What follows belongs to an exercise in optimizing a design on an open flow for small area, a short achievable clock period and few clock cycles per item; a production flow would make more cautious choices.
At most, simulation tests tie the RTL to the original design; equivalence was not proved.
The clock input has no modelled driver; a real chip could not lean on it and would need a root buffer or a full tree.
No activity file was given, so power comes from the tool's default toggle rates.

## wip/cedar
## pms7003_parse
module pms7003_parse (
    input  wire         clk,
    input  wire         rst,           
    input  wire         in_valid,
    output wire         in_ready,
    input  wire [7:0]   in_data,
    input  wire         in_last,
    input  wire [31:0]  now,
    output reg          out_valid,
    output wire [2:0]   out_err,       
    output wire [191:0] out_fields,    
    output wire [16:0]  out_count,     
    output wire [12:0]  out_est10,     
    output reg  [31:0]  out_ts
);
clock: 10.0 ns
lec_check: 0
cap_margin: 20
core_margin: 2
core_utilization: 70
cts_buf_list: sky130_fd_sc_hd__clkbuf_16
cts_cluster_diameter: 100
cts_cluster_size: 30
slew_margin: 20
standard.sh (not shown) runs the stock make flow with config.mk's settings and CLKGATE_MAP_FILE= SYNTH_SCRIPT=/design/flow/synth_recipe.tcl, a recipe that flattens the netlist after the stock synthesis.
==> flow/flow/run.sh <==
#!/bin/bash
# Standard ORFS layout, with the port buffers made of the smallest buffer cell.
# After clock tree synthesis, the clock root buffer drives the leaf buffers
# directly (the H-tree's intermediate buffers are taken out); the rest of the
# flow (global route with its timing repair, detailed route) then runs as usual.
set -euo pipefail
export BUFFER_PORTS_ARGS="-buffer_cell sky130_fd_sc_hd__buf_1"
bash standard.sh cts > standard_cts.log 2>&1
openroad -no_init -exit flow/clktree.tcl > clktree.log 2>&1
bash standard.sh SETUP_SLACK_MARGIN=7.0 finish > standard.log 2>&1
Other scripts of this flow, unchanged in this note and not shown: flow/flow/clktree.tcl
Testbench counts of wip/cedar, summed over its fixed seeds: cycles 64,008, frames 2,000.
Inputs modified between wip/cedar and wip/yarrow:
- swapping 70 for 65 in CORE_UTILIZATION
- swapping 30 for 20 in CTS_CLUSTER_SIZE
- swapping 100 for 80 in CTS_CLUSTER_DIAMETER
--- a/flow/flow/run.sh
+++ b/flow/flow/run.sh
@@ -8,3 +8,3 @@
 bash standard.sh cts > standard_cts.log 2>&1
 openroad -no_init -exit flow/clktree.tcl > clktree.log 2>&1
-bash standard.sh SETUP_SLACK_MARGIN=7.0 finish > standard.log 2>&1
+bash standard.sh SETUP_SLACK_MARGIN=7.05 finish > standard.log 2>&1
Results
- [compare] base=wip/cedar new=wip/yarrow: post-layout worst setup margin now sits higher; clock network power now sits higher.
- Higher remaining max-slew budget at the tightest pin was reported by wip/yarrow, not wip/cedar.
- wip/yarrow gives more internal power than wip/cedar did.
- out_fields[105] as the capturing instance or port of the critical path was reported by wip/yarrow, and out_fields[159] by wip/cedar.
- Changes observed in wip/yarrow relative to wip/cedar: wire length on met2 up about 7%; routed wire length up about 2.8%.
For wip/willow, these inputs were changed with respect to wip/yarrow:
- changing CTS_CLUSTER_SIZE from 20 to 30
- changing CTS_CLUSTER_DIAMETER from 80 to 100
==> flow/flow/run.sh <==
#!/bin/bash
# Layout flow: the standard ORFS flow (standard.sh) with three changes.
#  1. The port buffers that global placement inserts are the smallest buffer
#     cell, sky130_fd_sc_hd__buf_1 (every input and output port still gets one).
#  2. After clock tree synthesis, flow/clktree.tcl flattens the clock tree: the
#     H-tree's intermediate buffers are taken out and the leaf buffers are split
#     into four groups by location, each driven by its own root buffer, which
#     the clock port drives (four cell pins on the port). Every register's clock
#     still passes through the same number of buffers.
#  3. The rest of the flow (global route with its repair, detailed route,
#     finish) runs with a setup slack margin of 7 ns, so that timing repair
#     aims for 3 ns paths; the design is still constrained at the design's
#     10 ns clock.
# Each step's full output goes to its own log file in this folder.
set -euo pipefail
export BUFFER_PORTS_ARGS="-buffer_cell sky130_fd_sc_hd__buf_1"
bash standard.sh cts > standard_cts.log 2>&1
openroad -no_init -exit flow/clktree.tcl > clktree.log 2>&1
bash standard.sh SETUP_SLACK_MARGIN=7.0 finish > standard.log 2>&1
Notes after the runs:
wip/willow against wip/yarrow: sequential share of cell area rose 0.94 points, utilization fell 1.2 points, overall routed net length fell 510 microns, synthesis-to-layout area growth fell 1.8 points.
Setup changes, wip/willow to wip/umber
==> flow/flow/run.sh <==
#!/bin/bash
# Standard ORFS layout, with the port buffers made of the smallest buffer cell.
# After clock tree synthesis, the clock root buffer drives the leaf buffers
# directly (the H-tree's intermediate buffers are taken out); the rest of the
# flow (global route with its timing repair, detailed route) then runs as usual.
set -euo pipefail
export BUFFER_PORTS_ARGS="-buffer_cell sky130_fd_sc_hd__buf_1"
bash standard.sh cts > standard_cts.log 2>&1
openroad -no_init -exit flow/clktree.tcl > clktree.log 2>&1
bash standard.sh finish > standard.log 2>&1
--- outcome ---
In terms of final non-filler cell total, wip/willow and wip/umber differ only marginally.
Of the two values seen for critical setup path kind, flop to output port was produced by wip/willow and input pin to flop by wip/umber.
Taking wip/willow as the reference, in wip/umber final critical-path required period rose by 43 ps, final instance area decreased about 0.35%, hold slack neither gained nor lost much, multi-input gate share of total cell area barely changed, measured slew at the worst slew-check pin saw a decrease.

== job 101 ==
pms7003_parse, a different RTL version from the one above (not shown whole).
For scale: roughly 1000 cells after synthesis, about 340 flip-flops.
==> flow/config.mk <==
export PLATFORM = sky130hd
export DESIGN_NAME = pms7003_parse
export DESIGN_NICKNAME = pms7003_parse
export VERILOG_FILES = /design/flow/design.v
export SDC_FILE = /design/flow/constraint.sdc
export NUM_CORES = 4
export LEC_CHECK = 0
export CAP_MARGIN = 20
export CORE_MARGIN = 2
export CORE_UTILIZATION = 40
export SLEW_MARGIN = 20
==> flow/constraint.sdc <==
create_clock -name core_clock -period 10.0 [get_ports {clk}]
set_input_delay 2.0000 -clock core_clock [delete_from_list [all_inputs] [get_ports {clk}]]
set_output_delay 2.0000 -clock core_clock [all_outputs]
set_load 0.01 [all_outputs]
==> flow/flow/run.sh <==
#!/bin/bash
# Standard ORFS layout, with the port buffers made of the smallest buffer cell.
set -euo pipefail
export BUFFER_PORTS_ARGS="-buffer_cell sky130_fd_sc_hd__buf_1"
bash standard.sh > standard.log 2>&1
diff inputs: job 101 => job 102
Settings: putting CTS_BUF_LIST at sky130_fd_sc_hd__clkbuf_4 sky130_fd_sc_hd__clkbuf_8 where nothing was set; swapping 40 for 65 in CORE_UTILIZATION; putting CTS_CLUSTER_SIZE at 25 where nothing was set.
--- outcome ---
For clock skew after layout, job 101 and job 102 come out practically identical. Lower worst hold slack among job 101 and job 102: job 101. Met3 capacity usage during global routing (lower): job 101. Wire length of the first global-routing pass: lower on job 102. Final area in job 102 is about 1.5% lower than in job 101. Diff job 101 -> job 102: cell count fell 8.2%; total leakage power went up by 0.54%.
No functional check of the RTL was part of any run of this note.

pms7003_parse with an RTL version that a note above also has.
Size: ~340 flip-flops, ~300 I/O pins, ~13000 um^2 of cells after synthesis.
==> flow/config.mk <==
export PLATFORM = sky130hd
export DESIGN_NAME = pms7003_parse
export DESIGN_NICKNAME = pms7003_parse
export VERILOG_FILES = /design/flow/design.v
export SDC_FILE = /design/flow/constraint.sdc
export NUM_CORES = 4
export LEC_CHECK = 0
export CAP_MARGIN = 20
export CORE_MARGIN = 2
export CORE_UTILIZATION = 65
export CTS_BUF_LIST = sky130_fd_sc_hd__clkbuf_16
export CTS_CLUSTER_DIAMETER = 100
export CTS_CLUSTER_SIZE = 30
export SLEW_MARGIN = 20
==> flow/constraint.sdc <==
create_clock -name core_clock -period 10.0 [get_ports {clk}]
set_input_delay 2.0000 -clock core_clock [delete_from_list [all_inputs] [get_ports {clk}]]
set_output_delay 2.0000 -clock core_clock [all_outputs]
set_load 0.01 [all_outputs]
==> flow/flow/run.sh <==
#!/bin/bash
# Layout flow: the standard ORFS flow (standard.sh) with three changes.
#  1. The port buffers that global placement inserts are the smallest buffer
#     cell, sky130_fd_sc_hd__buf_1 (every input and output port still gets one).
#  2. After clock tree synthesis, flow/clktree.tcl flattens the clock tree: the
#     H-tree's intermediate buffers are taken out and the leaf buffers are split
#     into four groups by location, each driven by its own root buffer, which
#     the clock port drives (four cell pins on the port). Every register's clock
#     still passes through the same number of buffers.
#  3. The rest of the flow (global route with its repair, detailed route,
#     finish) runs with a setup slack margin of 7 ns, so that timing repair
#     aims for 3 ns paths; the design is still constrained at the design's
#     10 ns clock.
# Each step's full output goes to its own log file in this folder.
set -euo pipefail
export BUFFER_PORTS_ARGS="-buffer_cell sky130_fd_sc_hd__buf_1"
bash standard.sh cts > standard_cts.log 2>&1
openroad -no_init -exit flow/clktree.tcl > clktree.log 2>&1
bash standard.sh SETUP_SLACK_MARGIN=7.14 finish > standard.log 2>&1
Other scripts of this flow, unchanged in this note and not shown: flow/flow/clktree.tcl
Testbench counts at the start, summed over its fixed seeds: cycles 64,008, frames 2,000.
Next try:
--- a/flow/flow/run.sh
+++ b/flow/flow/run.sh
@@ -18,2 +18,2 @@
 openroad -no_init -exit flow/clktree.tcl > clktree.log 2>&1
-bash standard.sh SETUP_SLACK_MARGIN=7.14 finish > standard.log 2>&1
+bash standard.sh SETUP_SLACK_MARGIN=7.08 finish > standard.log 2>&1
Outcome: Die area does not change; hold slack hardly moves; non-clock buffer count shrinks by 2; fmax shrinks slightly; clock power hardly moves; total power hardly moves; synthesized cell count stays the same; setup slack gets worse by 0.018 ns; critical path depth is unchanged; routed wire length shrinks slightly; sequential share of layout area grows by 0.63 points.
Next try:
==> flow/flow/run.sh (replaced) <==
#!/bin/bash
# Standard ORFS layout, with the port buffers made of the smallest buffer cell.
# After clock tree synthesis, the clock root buffer drives the leaf buffers
# directly (the H-tree's intermediate buffers are taken out); the rest of the
# flow (global route with its timing repair, detailed route) then runs as usual.
set -euo pipefail
export BUFFER_PORTS_ARGS="-buffer_cell sky130_fd_sc_hd__buf_1"
bash standard.sh cts > standard_cts.log 2>&1
openroad -no_init -exit flow/clktree.tcl > clktree.log 2>&1
bash standard.sh SETUP_SLACK_MARGIN=7.0 finish > standard.log 2>&1
Outcome: Area after synthesis stays the same; global-route usage is unchanged; core utilization came out lower by 1.2 points; maximum frequency came out higher by 0.42%; cell area drops by about 1.6%; sequential power hardly moves; via count fell by about 0.9%.
Next try:
--- a/flow/flow/run.sh
+++ b/flow/flow/run.sh
@@ -7,2 +7,3 @@
 export BUFFER_PORTS_ARGS="-buffer_cell sky130_fd_sc_hd__buf_1"
+export CTS_ARGS="-sink_clustering_enable -repair_clock_nets -sink_clustering_size 30 -sink_clustering_max_diameter 100 -buf_list sky130_fd_sc_hd__clkbuf_16 -dont_use_dummy_load"
 bash standard.sh cts > standard_cts.log 2>&1
The new run completed with no timing, DRC or antenna violations. Cell count came out lower by 0.75%. Hold slack is worse by 0.012 ns. Routed wire length is about the same. Count of clock-buffer cells in the layout stays the same. Die area is unchanged. Via count came out lower by 1.1%. Area after synthesis is unchanged. Sequential share of layout area came out higher by 0.30 points. Combinational power came out lower by 2.6%. First-iteration DRC count came out higher by 1.4%.

try-garnet:
pms7003_parse, a different RTL version from the one above (not shown whole).
For scale: ~320 flip-flops.
==> flow/design.v (excerpt) <==
module pms7003_parse (
    input  wire         clk,
    input  wire         rst,           
    input  wire         in_valid,
    output wire         in_ready,
    input  wire [7:0]   in_data,
    input  wire         in_last,
    input  wire [31:0]  now,
    output reg          out_valid,
    output wire [2:0]   out_err,       
    output wire [191:0] out_fields,    
    output wire [16:0]  out_count,     
    output wire [12:0]  out_est10,     
    output reg  [31:0]  out_ts
);
Settings: LEC_CHECK=0, CAP_MARGIN=20, CORE_MARGIN=2, CORE_UTILIZATION=65, CTS_BUF_LIST=sky130_fd_sc_hd__clkbuf_16, CTS_CLUSTER_DIAMETER=100, CTS_CLUSTER_SIZE=30, SLEW_MARGIN=20; clock period 10.0 ns.
==> flow/flow/run.sh <==
#!/bin/bash
# Standard ORFS layout, with the port buffers made of the smallest buffer cell
# and timing repair aiming for a 3 ns path.
set -euo pipefail
export BUFFER_PORTS_ARGS="-buffer_cell sky130_fd_sc_hd__buf_1"
bash standard.sh SETUP_SLACK_MARGIN=6.8 finish > standard.log 2>&1
The final layout from try-garnet, which completed every stage, passed the timing, DRC and antenna checks at the end of the flow.
> inputs changed (try-garnet -> try-quartz)
Settings: CORE_UTILIZATION changed from 65 to 80.
Results
Compared with try-garnet, in try-quartz power dissipated in combinational cells went up 12%; area after synthesis held. Wire length of the first global-routing pass in try-quartz is 29% above try-garnet. The setup slack of the critical path after layout in try-quartz sits 63 ps below the value recorded for try-garnet. Diff try-garnet..try-quartz | max-slew violation total from the final report | negligible. Relative to try-garnet, the fmax of try-quartz is lower by 1.9%.
Input changes introduced in try-amber (baseline for comparison: try-quartz):
Settings: CORE_UTILIZATION now 65, was 80.
--- a/flow/flow/run.sh
+++ b/flow/flow/run.sh
@@ -4,3 +4,3 @@
 set -euo pipefail
 export BUFFER_PORTS_ARGS="-buffer_cell sky130_fd_sc_hd__buf_1"
-bash standard.sh SETUP_SLACK_MARGIN=6.8 finish > standard.log 2>&1
+bash standard.sh SETUP_SLACK_MARGIN=6.6 finish > standard.log 2>&1
### Flow results
Every stage of the flow completed for try-amber, and the final layout passed the timing, DRC and antenna checks.
Against try-quartz as the reference, try-amber delivers a higher final critical-path share of the clock period.
Delta (try-amber minus try-quartz): total power lower; HPWL reported at the end of detailed placement lower.
try-amber vs try-quartz, post-layout minimum cycle time went up by 18 ps.
Compare try-amber and try-quartz | buffer share of cell area higher: try-quartz
Proportion of power drawn by combinational gates is higher on try-quartz
No run of this note included a check of the RTL's function; only the layout flow was run.

RTL: one of the versions met above, not the one the previous note started from.
For scale: roughly 1,000 cells after synthesis, ~340 flip-flops, ~300 I/O pins, ~13,000 µm² of cells after synthesis.
Design pms7003_parse, start of the top module:
module pms7003_parse (
    input  wire         clk,
    input  wire         rst,           
    input  wire         in_valid,
    output wire         in_ready,
    input  wire [7:0]   in_data,
    input  wire         in_last,
    input  wire [31:0]  now,
    output reg          out_valid,
    output wire [2:0]   out_err,       
    output wire [191:0] out_fields,    
    output wire [16:0]  out_count,     
    output wire [12:0]  out_est10,     
    output reg  [31:0]  out_ts
);
clock: 10.0 ns
lec_check: 0
cap_margin: 20
core_margin: 2
core_utilization: 65
cts_buf_list: sky130_fd_sc_hd__clkbuf_16
cts_cluster_diameter: 100
cts_cluster_size: 30
slew_margin: 20
==> flow/flow/run.sh <==
#!/bin/bash
# Standard ORFS layout, with the port buffers made of the smallest buffer cell
# and a clock tree without dummy loads.
set -euo pipefail
export BUFFER_PORTS_ARGS="-buffer_cell sky130_fd_sc_hd__buf_1"
export CTS_ARGS="-sink_clustering_enable -repair_clock_nets -sink_clustering_size 30 -sink_clustering_max_diameter 100 -buf_list sky130_fd_sc_hd__clkbuf_16 -root_buf sky130_fd_sc_hd__clkbuf_16 -dont_use_dummy_load -distance_between_buffers 200"
bash standard.sh > standard.log 2>&1
Testbench counts at the start, summed over its fixed seeds: cycles 64,008, frames 2,000.
Next try:
==> flow/flow/run.sh (replaced) <==
#!/bin/bash
# Standard ORFS layout, with the port buffers made of the smallest buffer cell.
set -euo pipefail
export BUFFER_PORTS_ARGS="-buffer_cell sky130_fd_sc_hd__buf_1"
bash standard.sh > standard.log 2>&1
Result:
- critical path depth is unchanged
- routed wire length stays flat
- global-route usage stays flat
- via count barely changes
Next try:
==> flow/flow/run.sh (replaced) <==
#!/bin/bash
# Standard ORFS layout, with the port buffers made of the smallest buffer cell
# and timing repair aiming for a 3 ns path.
set -euo pipefail
export BUFFER_PORTS_ARGS="-buffer_cell sky130_fd_sc_hd__buf_1"
bash standard.sh SETUP_SLACK_MARGIN=7.0 finish > standard.log 2>&1
What happened:
- setup slack loses 0.048 ns
- area after synthesis does not change
- power went up by 1.0%
- register-to-register slack is about the same
Next try:
==> flow/flow/run.sh (replaced) <==
#!/bin/bash
# Standard ORFS layout, with the port buffers made of the smallest buffer cell.
set -euo pipefail
export BUFFER_PORTS_ARGS="-buffer_cell sky130_fd_sc_hd__buf_1"
bash standard.sh > standard.log 2>&1
CTS_BUF_LIST = sky130_fd_sc_hd__clkbuf_8   (was sky130_fd_sc_hd__clkbuf_16)
CTS_CLUSTER_DIAMETER = 60   (was 100)
CTS_CLUSTER_SIZE = 20   (was 30)
Effect: Global-route usage drops by 0.30 points; critical path depth does not change; worst setup slack degrades by 0.028 ns; synthesized area stays the same.

-- static timing again, ports no longer ideal --
The flow's constraints put no driver on any port. The routed layouts listed below were extracted and timed again, unchanged, in two steps.
Step 1 (the two cells are an assumption about what drives the block):
set clk [get_ports {clk}]
set_driving_cell -lib_cell sky130_fd_sc_hd__clkbuf_16 $clk
set_driving_cell -lib_cell sky130_fd_sc_hd__buf_2 [delete_from_list [all_inputs] $clk]
Step 2, shift: input delay + t, output delay - t, t = (earliest + latest rising clock arrival at the registers) / 2. This alone moves slack from input paths to output paths.
Three values: ideal, step 1, step 2; two values: the first two.
run | t, ns | slack for setup (ns) | worst setup path after step 2 | pins driven straight from the clock port
wip/cedar | 0.407 | 7.018 / 6.920 / 6.738 | input to register | 4
wip/yarrow | 0.407 | 7.026 / 6.933 / 6.728 | input to register | 4
wip/willow | 0.405 | 7.038 / 6.941 / 6.721 | input to register | 4
wip/umber | 0.405 | 6.995 / 6.939 / 6.665 | input to register | 4
job 101 | 0.566 | 6.832 / 6.783 / 6.397 | input to register | 1
job 102 | 0.603 | 6.826 / 6.787 / 6.477 | input to register | 1
the first run of note 3 | 0.406 | 7.043 / 6.946 / 6.763 | input to register | 4
the second run of note 3 | 0.405 | 7.026 / 6.929 / 6.782 | input to register | 4
the third run of note 3 | 0.405 | 7.038 / 6.941 / 6.721 | input to register | 4
the fourth run of note 3 | 0.398 | 7.028 / 6.928 / 6.698 | input to register | 4
try-garnet | 0.540 | 6.814 / 6.771 / 6.455 | input to register | 1
try-quartz | 0.553 | 6.751 / 6.704 / 6.292 | input to register | 1
try-amber | 0.540 | 6.733 / 6.733 / 6.321 | input to register | 1
the first run of note 5 | 0.526 | 6.850 / 6.808 / 6.666 | input to register | 1
the second run of note 5 | 0.534 | 6.853 / 6.812 / 6.667 | input to register | 1
the third run of note 5 | 0.540 | 6.805 / 6.759 / 6.607 | input to register | 1
the fourth run of note 5 | 0.595 | 6.778 / 6.740 / 6.645 | input to register | 1
After both steps setup and hold are still met in every run listed. The setup slack of try-quartz, which loses most, moves by -0.047 ns with the drivers and by -0.459 ns with both steps.
